Source: an optimization exercise on an open RTL-to-GDS flow (aim: small area, a short achievable clock period and few clock cycles). Production flows keep margins and buffers that such runs may drop.

==> 01-22 <==
==> flow/design.v <==
module ga_core (
    input  wire        clk,
    input  wire        rst,
    input  wire [4:0]  reg_idx,
    input  wire        reg_wr,
    input  wire        reg_rd,
    input  wire [31:0] reg_wdata,
    output reg  [31:0] reg_rdata,
    output wire        pix_valid,
    input  wire        pix_ready,
    output wire [31:0] pix_x,
    output wire [31:0] pix_y
);
    reg [31:0] px0, py0, px1, py1, prm, canw, canh;
    reg        done;
    reg [1:0]  err;           
    localparam [3:0] S_IDLE = 4'd0, S_L1 = 4'd1, S_L2 = 4'd2, S_L3 = 4'd3,
                     S_L4 = 4'd4, S_L5 = 4'd5, S_L6 = 4'd6, S_L7 = 4'd7,
                     S_LRUN = 4'd8, S_D0 = 4'd9, S_DRUN = 4'd10;
    reg [3:0]  st;
    wire       busy = (st != S_IDLE);
    reg [31:0] X;             
    reg [32:0] Y;             
    reg [32:0] E;             
    reg [32:0] P, Q;          
    reg [33:0] F;             
    reg [1:0]  j;             
    reg        gv;            
    reg        first;         
    reg        steep, sxp, syp;
    wire       is_oper = (reg_idx >= 5'd2) && (reg_idx <= 5'd8);
    wire       cmd_wr  = reg_wr && (reg_idx == 5'd0);
    wire       w_line  = (reg_wdata == 32'd1);
    wire       w_disk  = (reg_wdata == 32'd2);
    wire       w_nop   = (reg_wdata == 32'd0);
    wire       w_clr   = (reg_wdata == 32'd15);
    wire       start   = cmd_wr && !busy && (err == 2'd0) && (w_line || w_disk);
    wire       swap = steep ? ~syp : ~sxp;
    wire       mneg = sxp ^ syp;
    reg        hsel, gax, gay, gh, gv3, s3;
    wire [32:0] h  = hsel ? Q : P;
    wire [32:0] v  = hsel ? P : Q;
    wire [32:0] hg = gh  ? h : 33'd0;
    wire [32:0] vg = gv3 ? v : 33'd0;
    wire [32:0] ax = gax ? {px0[31], px0} : 33'd0;
    wire [32:0] ay = gay ? {py0[31], py0} : 33'd0;
    wire [32:0] A1 = ax - hg;
    wire [32:0] A2 = ax + hg;
    wire [32:0] A3 = ay + (vg ^ {33{s3}}) + {32'd0, s3};
    wire [32:0] D  = P - Q;
    reg        g1, l1, g2, fcin;
    wire [33:0] S1 = g1 ? {v, l1} : 34'd0;
    wire [33:0] S2 = g2 ? {~h, 1'b1} : 34'd0;
    wire [33:0] FA = F + S1 + S2 + {33'd0, fcin};
    wire        fneg = F[33];
    wire        sel  = ~F[33];
    wire [32:0] wx = {canw[31], canw};
    wire [32:0] hx = {canh[31], canh};
    wire        y_lt_h = $signed(Y) < $signed(hx);
    wire        x_lt_w = $signed({1'b0, X}) < $signed(wx);
    wire        dvld   = gv && !Y[32] && y_lt_h && x_lt_w && !E[32];
    wire [32:0] x_p1   = {1'b0, X} + 33'd1;
    wire        dlast  = ({1'b0, X} == E) || (x_p1 == wx);
    wire        dadv   = !dvld || (pix_ready && dlast);
    wire        dend   = (j == 2'd0) && D[32];
    wire        guard  = (j == 2'd0) ? 1'b1 :
                         (j == 2'd1) ? (Q != 33'd0) : (D != 33'd0);
    wire        llast  = ((steep ? Y[31:0] : X) == E[31:0]);
    wire        xdec   = steep & mneg;
    wire [31:0] x_id   = X + {{31{xdec}}, 1'b1};
    wire [31:0] y_id   = Y[31:0] + {{31{~steep & mneg}}, 1'b1};
    assign pix_valid = (st == S_LRUN) || ((st == S_DRUN) && dvld);
    assign pix_x     = X;
    assign pix_y     = Y[31:0];
    wire fin = ((st == S_LRUN) && pix_ready && llast) ||
               ((st == S_DRUN) && dadv && dend);
    always @(*) begin
        hsel = 1'b0; gax = 1'b1; gay = 1'b1; gh = 1'b1; gv3 = 1'b1; s3 = 1'b0;
        g1 = 1'b0; l1 = 1'b0; g2 = 1'b0; fcin = 1'b0;
        case (st)
            S_L1: begin s3 = 1'b1; end
            S_L2: begin gax = 1'b0; gay = 1'b0; s3 = 1'b1; end
            S_L4: begin gh = swap; gv3 = swap; s3 = ~syp; end
            S_L5: begin gh = ~swap; gv3 = ~swap; end
            S_L6: begin hsel = ~steep; gay = 1'b0; end
            S_L7: begin hsel = ~steep; g2 = 1'b1; fcin = 1'b1; end
            S_LRUN: begin hsel = ~steep; g1 = fneg; g2 = 1'b1; fcin = 1'b1; end
            S_D0: begin hsel = 1'b1; gay = 1'b0; s3 = 1'b1; end
            default: begin  
                hsel = j[1]; s3 = j[0];
                g1 = 1'b1; l1 = 1'b1; g2 = sel & ~first; fcin = sel & ~first;
            end
        endcase
    end
    always @(posedge clk) begin
        if (rst) begin
            px0 <= 32'd0; py0 <= 32'd0; px1 <= 32'd0; py1 <= 32'd0;
            prm <= 32'd0; canw <= 32'd0; canh <= 32'd0;
            done <= 1'b0; err <= 2'd0; st <= S_IDLE;
        end else begin
            if (reg_wr) begin
                if (busy && (cmd_wr || is_oper)) begin
                    if (err == 2'd0) err <= 2'd2;
                end else if (is_oper) begin
                    case (reg_idx)
                        5'd2: px0 <= reg_wdata;
                        5'd3: py0 <= reg_wdata;
                        5'd4: px1 <= reg_wdata;
                        5'd5: py1 <= reg_wdata;
                        5'd6: prm <= reg_wdata;
                        5'd7: canw <= reg_wdata;
                        default: canh <= reg_wdata;
                    endcase
                end else if (cmd_wr) begin
                    if (w_clr) err <= 2'd0;
                    else if (!(w_nop || w_line || w_disk)) begin
                        if (err == 2'd0) err <= 2'd1;
                    end
                end
            end
            if (start) done <= 1'b0;
            if (fin) done <= 1'b1;
            case (st)
                S_IDLE: begin
                    if (start) begin
                        if (w_disk) begin
                            P <= {prm[31], prm};
                            Q <= 33'd0;
                            j <= 2'd0; gv <= 1'b0; first <= 1'b1;
                            st <= S_D0;
                        end else begin
                            P <= {px1[31], px1};
                            Q <= {py1[31], py1};
                            st <= S_L1;
                        end
                    end
                end
                S_L1: begin P <= A1; Q <= A3; st <= S_L2; end
                S_L2: begin
                    sxp <= P[32]; syp <= Q[32];
                    if (P[32]) P <= A1;
                    if (Q[32]) Q <= A3;
                    st <= S_L3;
                end
                S_L3: begin steep <= D[32]; st <= S_L4; end
                S_L4: begin X <= sxp ? A2[31:0] : A1[31:0]; Y <= A3; st <= S_L5; end
                S_L5: begin E <= steep ? A3 : A2; st <= S_L6; end
                S_L6: begin F <= {A3[32], A3}; st <= S_L7; end
                S_L7: begin F <= FA; st <= S_LRUN; end
                S_LRUN: begin
                    if (pix_ready) begin
                        if (llast) st <= S_IDLE;
                        else begin
                            F <= FA;
                            if (!steep || fneg) X <= x_id;
                            if (steep || fneg) Y <= {1'b0, y_id};
                        end
                    end
                end
                S_D0: begin F <= {A3[32], A3}; st <= S_DRUN; end
                default: begin  
                    if (dadv) begin
                        if (dend) st <= S_IDLE;
                        else begin
                            X  <= A1[32] ? 32'd0 : A1[31:0];
                            E  <= A2;
                            Y  <= A3;
                            gv <= guard;
                            j  <= j + 2'd1;
                            if (j == 2'd3) begin
                                P <= P - {32'd0, sel};
                                Q <= Q + 33'd1;
                            end
                            if (j == 2'd0) begin
                                F <= FA;
                                first <= 1'b0;
                            end
                        end
                    end else if (pix_ready) begin
                        X <= x_p1[31:0];
                    end
                end
            endcase
        end
    end
    always @(*) begin
        case (reg_idx)
            5'd1: reg_rdata = {24'd0, 2'b00, err, 2'b00, done, busy};
            5'd2: reg_rdata = px0;
            5'd3: reg_rdata = py0;
            5'd4: reg_rdata = px1;
            5'd5: reg_rdata = py1;
            5'd6: reg_rdata = prm;
            5'd7: reg_rdata = canw;
            5'd8: reg_rdata = canh;
            default: reg_rdata = 32'd0;
        endcase
    end
endmodule
==> flow/run.sh <==
#!/bin/bash
# synth_recipe.tcl (not shown) runs the flow's synth.tcl, then flattens the netlist and writes it again
# the make line also repeats each setting of config.mk as NAME=value (left out here)
make -C /OpenROAD-flow-scripts/flow DESIGN_CONFIG=/design/flow/config.mk WORK_HOME=/design/flow/orfs CLKGATE_MAP_FILE= SYNTH_SCRIPT=/design/flow/synth_recipe.tcl finish
==> flow/config.mk <==
export PLATFORM = sky130hd
export DESIGN_NAME = ga_core
export DESIGN_NICKNAME = ga_core
export VERILOG_FILES = /design/flow/design.v
export SDC_FILE = /design/flow/constraint.sdc
export NUM_CORES = 4
export LEC_CHECK = 0
export CAP_MARGIN = 20
export CORE_MARGIN = 2
export CORE_UTILIZATION = 40
export SLEW_MARGIN = 20
==> flow/constraint.sdc <==
create_clock -name core_clock -period 11.0 [get_ports {clk}]
set_input_delay 2.2000 -clock core_clock [delete_from_list [all_inputs] [get_ports {clk}]]
set_output_delay 2.2000 -clock core_clock [all_outputs]
set_load 0.01 [all_outputs]
==> inputs of 12-01, as changes to 01-22 <==
--- a/flow/design.v
+++ b/flow/design.v
@@ -1 +1,68 @@
+module ga_add #(parameter N = 33) (
+    input  wire [N-1:0] a,
+    input  wire [N-1:0] b,
+    input  wire         cin,
+    output wire [N-1:0] s
+);
+    localparam L = $clog2(N);
+    wire [N-1:0] p  = a ^ b;
+    wire [N-1:0] g0 = a & b;
+    wire [N-1:0] gg [0:2*L];
+    wire [N-1:0] pp [0:L];
+    assign gg[0] = {g0[N-1:1], g0[0] | (p[0] & cin)};
+    assign pp[0] = p;
+    genvar l, i;
+    generate
+        for (l = 0; l < L; l = l + 1) begin : up
+            for (i = 0; i < N; i = i + 1) begin : bit_
+                if (((i + 1) % (1 << (l + 1))) == 0) begin : c
+                    assign gg[l+1][i] = gg[l][i] | (pp[l][i] & gg[l][i - (1 << l)]);
+                    assign pp[l+1][i] = pp[l][i] & pp[l][i - (1 << l)];
+                end else begin : k
+                    assign gg[l+1][i] = gg[l][i];
+                    assign pp[l+1][i] = pp[l][i];
+                end
+            end
+        end
+        for (l = L - 2; l >= 0; l = l - 1) begin : dn
+            for (i = 0; i < N; i = i + 1) begin : bit_
+                if ((i + 1 >= (3 << l)) && (((i + 1) % (1 << (l + 1))) == (1 << l))) begin : c
+                    assign gg[2*L-1-l][i] = gg[2*L-2-l][i] | (pp[L][i] & gg[2*L-2-l][i - (1 << l)]);
+                end else begin : k
+                    assign gg[2*L-1-l][i] = gg[2*L-2-l][i];
+                end
+            end
+        end
+    endgenerate
+    assign s = p ^ {gg[2*L-1][N-2:0], cin};
+endmodule
+module ga_cout #(parameter N = 33) (
+    input  wire [N-1:0] a,
+    input  wire [N-1:0] b,
+    input  wire         cin,
+    output wire         co
+);
+    localparam L = $clog2(N + 1);
+    localparam M = 1 << L;
+    wire [M-1:0] g0 = {{(M-N-1){1'b0}}, a & b, cin};
+    wire [M-1:0] p0 = {{(M-N-1){1'b1}}, a ^ b, 1'b0};
+    wire [M-1:0] gg [0:L];
+    wire [M-1:0] pp [0:L];
+    assign gg[0] = g0;
+    assign pp[0] = p0;
+    genvar l, i;
+    generate
+        for (l = 0; l < L; l = l + 1) begin : lv
+            for (i = 0; i < (M >> (l + 1)); i = i + 1) begin : n
+                assign gg[l+1][i] = gg[l][2*i+1] | (pp[l][2*i+1] & gg[l][2*i]);
+                assign pp[l+1][i] = pp[l][2*i+1] & pp[l][2*i];
+            end
+            if (l + 1 <= L) begin : z
+                assign gg[l+1][M-1:(M >> (l + 1))] = {(M - (M >> (l + 1))){1'b0}};
+                assign pp[l+1][M-1:(M >> (l + 1))] = {(M - (M >> (l + 1))){1'b0}};
+            end
+        end
+    endgenerate
+    assign co = gg[L][0];
+endmodule
 module ga_core (
@@ -18,3 +85,4 @@
                      S_L4 = 4'd4, S_L5 = 4'd5, S_L6 = 4'd6, S_L7 = 4'd7,
-                     S_LRUN = 4'd8, S_D0 = 4'd9, S_DRUN = 4'd10;
+                     S_LRUN = 4'd8, S_D0 = 4'd9, S_DRUN = 4'd10,
+                     S_L3A = 4'd11, S_L3B = 4'd12;
     reg [3:0]  st;
@@ -29,2 +97,3 @@
     reg        first;         
+    reg        lc;            
     reg        steep, sxp, syp;
@@ -46,6 +115,6 @@
     wire [32:0] ay = gay ? {py0[31], py0} : 33'd0;
-    wire [32:0] A1 = ax - hg;
-    wire [32:0] A2 = ax + hg;
-    wire [32:0] A3 = ay + (vg ^ {33{s3}}) + {32'd0, s3};
-    wire [32:0] D  = P - Q;
+    wire [32:0] A1, A2, A3;
+    ga_add #(33) u_a1 (.a(ax), .b(~hg), .cin(1'b1), .s(A1));
+    ga_add #(33) u_a2 (.a(ax), .b(hg), .cin(1'b0), .s(A2));
+    ga_add #(33) u_a3 (.a(ay), .b(vg ^ {33{s3}}), .cin(s3), .s(A3));
     reg        g1, l1, g2, fcin;
@@ -53,3 +122,6 @@
     wire [33:0] S2 = g2 ? {~h, 1'b1} : 34'd0;
-    wire [33:0] FA = F + S1 + S2 + {33'd0, fcin};
+    wire [33:0] cs_s = F ^ S1 ^ S2;
+    wire [33:0] cs_c = (F & S1) | (F & S2) | (S1 & S2);
+    wire [33:0] FA;
+    ga_add #(34) u_fa (.a(cs_s), .b({cs_c[32:0], fcin}), .cin(1'b0), .s(FA));
     wire        fneg = F[33];
@@ -58,15 +130,25 @@
     wire [32:0] hx = {canh[31], canh};
-    wire        y_lt_h = $signed(Y) < $signed(hx);
-    wire        x_lt_w = $signed({1'b0, X}) < $signed(wx);
+    wire        y_ge_h, x_ge_w;
+    ga_cout #(33) u_yh (.a(Y ^ 33'h100000000), .b(~(hx ^ 33'h100000000)), .cin(1'b1), .co(y_ge_h));
+    ga_cout #(33) u_xw (.a({1'b0, X} ^ 33'h100000000), .b(~(wx ^ 33'h100000000)), .cin(1'b1), .co(x_ge_w));
+    wire        y_lt_h = ~y_ge_h;
+    wire        x_lt_w = ~x_ge_w;
     wire        dvld   = gv && !Y[32] && y_lt_h && x_lt_w && !E[32];
-    wire [32:0] x_p1   = {1'b0, X} + 33'd1;
-    wire        dlast  = ({1'b0, X} == E) || (x_p1 == wx);
+    wire        dlast  = ({1'b0, X} == E) || ({1'b0, x_id} == wx);
     wire        dadv   = !dvld || (pix_ready && dlast);
-    wire        dend   = (j == 2'd0) && D[32];
+    wire        eq_pq  = (P == Q);
+    wire        eq_pq1 = (P == q_inc);
+    wire        dend   = (j == 2'd0) && !lc;
     wire        guard  = (j == 2'd0) ? 1'b1 :
-                         (j == 2'd1) ? (Q != 33'd0) : (D != 33'd0);
+                         (j == 2'd1) ? (Q != 33'd0) : !eq_pq;
     wire        llast  = ((steep ? Y[31:0] : X) == E[31:0]);
-    wire        xdec   = steep & mneg;
-    wire [31:0] x_id   = X + {{31{xdec}}, 1'b1};
-    wire [31:0] y_id   = Y[31:0] + {{31{~steep & mneg}}, 1'b1};
+    wire        lrun   = (st == S_LRUN);
+    wire        xdec   = lrun & steep & mneg;
+    wire        ydec   = ~steep & mneg;
+    wire [31:0] x_id, y_id;
+    wire [32:0] p_dec, q_inc;
+    ga_add #(32) u_xi (.a(X), .b({32{xdec}}), .cin(~xdec), .s(x_id));
+    ga_add #(32) u_yi (.a(Y[31:0]), .b({32{ydec}}), .cin(~ydec), .s(y_id));
+    ga_add #(33) u_pd (.a(P), .b({33{sel}}), .cin(1'b0), .s(p_dec));
+    ga_add #(33) u_qi (.a(Q), .b(33'd0), .cin(1'b1), .s(q_inc));
     assign pix_valid = (st == S_LRUN) || ((st == S_DRUN) && dvld);
@@ -82,2 +164,4 @@
             S_L2: begin gax = 1'b0; gay = 1'b0; s3 = 1'b1; end
+            S_L3: begin gay = 1'b0; gv3 = 1'b0; end
+            S_L3A: begin hsel = 1'b1; g1 = 1'b1; g2 = 1'b1; fcin = 1'b1; end
             S_L4: begin gh = swap; gv3 = swap; s3 = ~syp; end
@@ -128,3 +212,3 @@
                             Q <= 33'd0;
-                            j <= 2'd0; gv <= 1'b0; first <= 1'b1;
+                            j <= 2'd0; gv <= 1'b0; first <= 1'b1; lc <= ~prm[31];
                             st <= S_D0;
@@ -144,3 +228,5 @@
                 end
-                S_L3: begin steep <= D[32]; st <= S_L4; end
+                S_L3: begin F <= {A3[32], A3}; st <= S_L3A; end
+                S_L3A: begin F <= FA; st <= S_L3B; end
+                S_L3B: begin steep <= F[33]; st <= S_L4; end
                 S_L4: begin X <= sxp ? A2[31:0] : A1[31:0]; Y <= A3; st <= S_L5; end
@@ -170,4 +256,5 @@
                             if (j == 2'd3) begin
-                                P <= P - {32'd0, sel};
-                                Q <= Q + 33'd1;
+                                P <= p_dec;
+                                Q <= q_inc;
+                                lc <= !eq_pq && !(eq_pq1 && sel);
                             end
@@ -179,3 +266,3 @@
                     end else if (pix_ready) begin
-                        X <= x_p1[31:0];
+                        X <= x_id;
                     end
--- a/flow/config.mk
+++ b/flow/config.mk
@@ -10,2 +10,3 @@
 export CORE_UTILIZATION = 40
+export SETUP_SLACK_MARGIN = 5
 export SLEW_MARGIN = 20
==> results.ini <==
[finish]
nFillCells=8661
syn2layout_area_growth_pct=22.0
n_sequential_cell=437
clockBufferCount=74

[timing]
worstMarginPinSlew_ps=1250
rsz0062_at_grt=yes

[routing]
viasPerCell=6.36
met2_length_um=72700

[yosys]
synth_cells=4319
synth-compound-area-share_pct=16.8
synth_xor_area_share_pct=8.47

[setup_path]
crit_chain=clkdlybuf4s50_1, nor4_1, nand2_1, or3_1, nor3_1, nand4b_1, nand2_1, nand2b_1, nor2_2, o22a_4

[placement]
dp_slack_ps=2570

[status]
outcome=timing/DRC/antenna clean

# the run above: 12-01

==> results.ini <==
[routing]
met2_length_um=75800

[finish]
nFillCells=9885
syn2layout_area_growth_pct=10.9
n_sequential_cell=436
clockBufferCount=76

[timing]
rsz0062_at_grt=no
worstMarginPinSlew_ps=1260

[setup_path]
crit_chain=clkdlybuf4s50_1, nor2_1, nand2_1, nor3_2, buf_4, a22oi_1, nand2_1, a21oi_1, o21ai_0, clkdlybuf4s50_1

[status]
outcome=timing/DRC/antenna clean

[global_routing]
grt_pass1_vias=35665

[placement]
dp_slack_ps=3350

[yosys]
synth_cells=4957

# the run above: 01-22

No run of this note included a check of the RTL's function; only the layout flow was run.

-- re-timing with driven ports --
How much do the figures lean on ideal ports? The routed layouts below were timed once more, with nothing changed but the port constraints. Step 1: set_driving_cell puts a clkbuf_16 on clk and a buf_2 on each other input, an assumption about the parent block. Step 2 also shifts input and output timing later by t, the mid clock arrival at the registers, as if the neighbouring blocks saw the same clock. Three values: no drivers, after step 1, after step 2; two values: the first two.
run	shift t [ns]	setup slack, ns	worst setup path after step 2	worst register clock-pin slew, ns	worst slew at a driven data input, ns
01-22	0.712	3.235 / 3.213 / 3.213	input to output	0.07 / 0.07	0.06
12-01	0.718	4.497 / 4.504 / 3.831	input to register	0.07 / 0.07	0.08
After both steps setup and hold are still met in every run listed. For 12-01, which loses most, drivers alone change the setup slack by +0.007 ns; drivers and shift together by -0.666 ns.
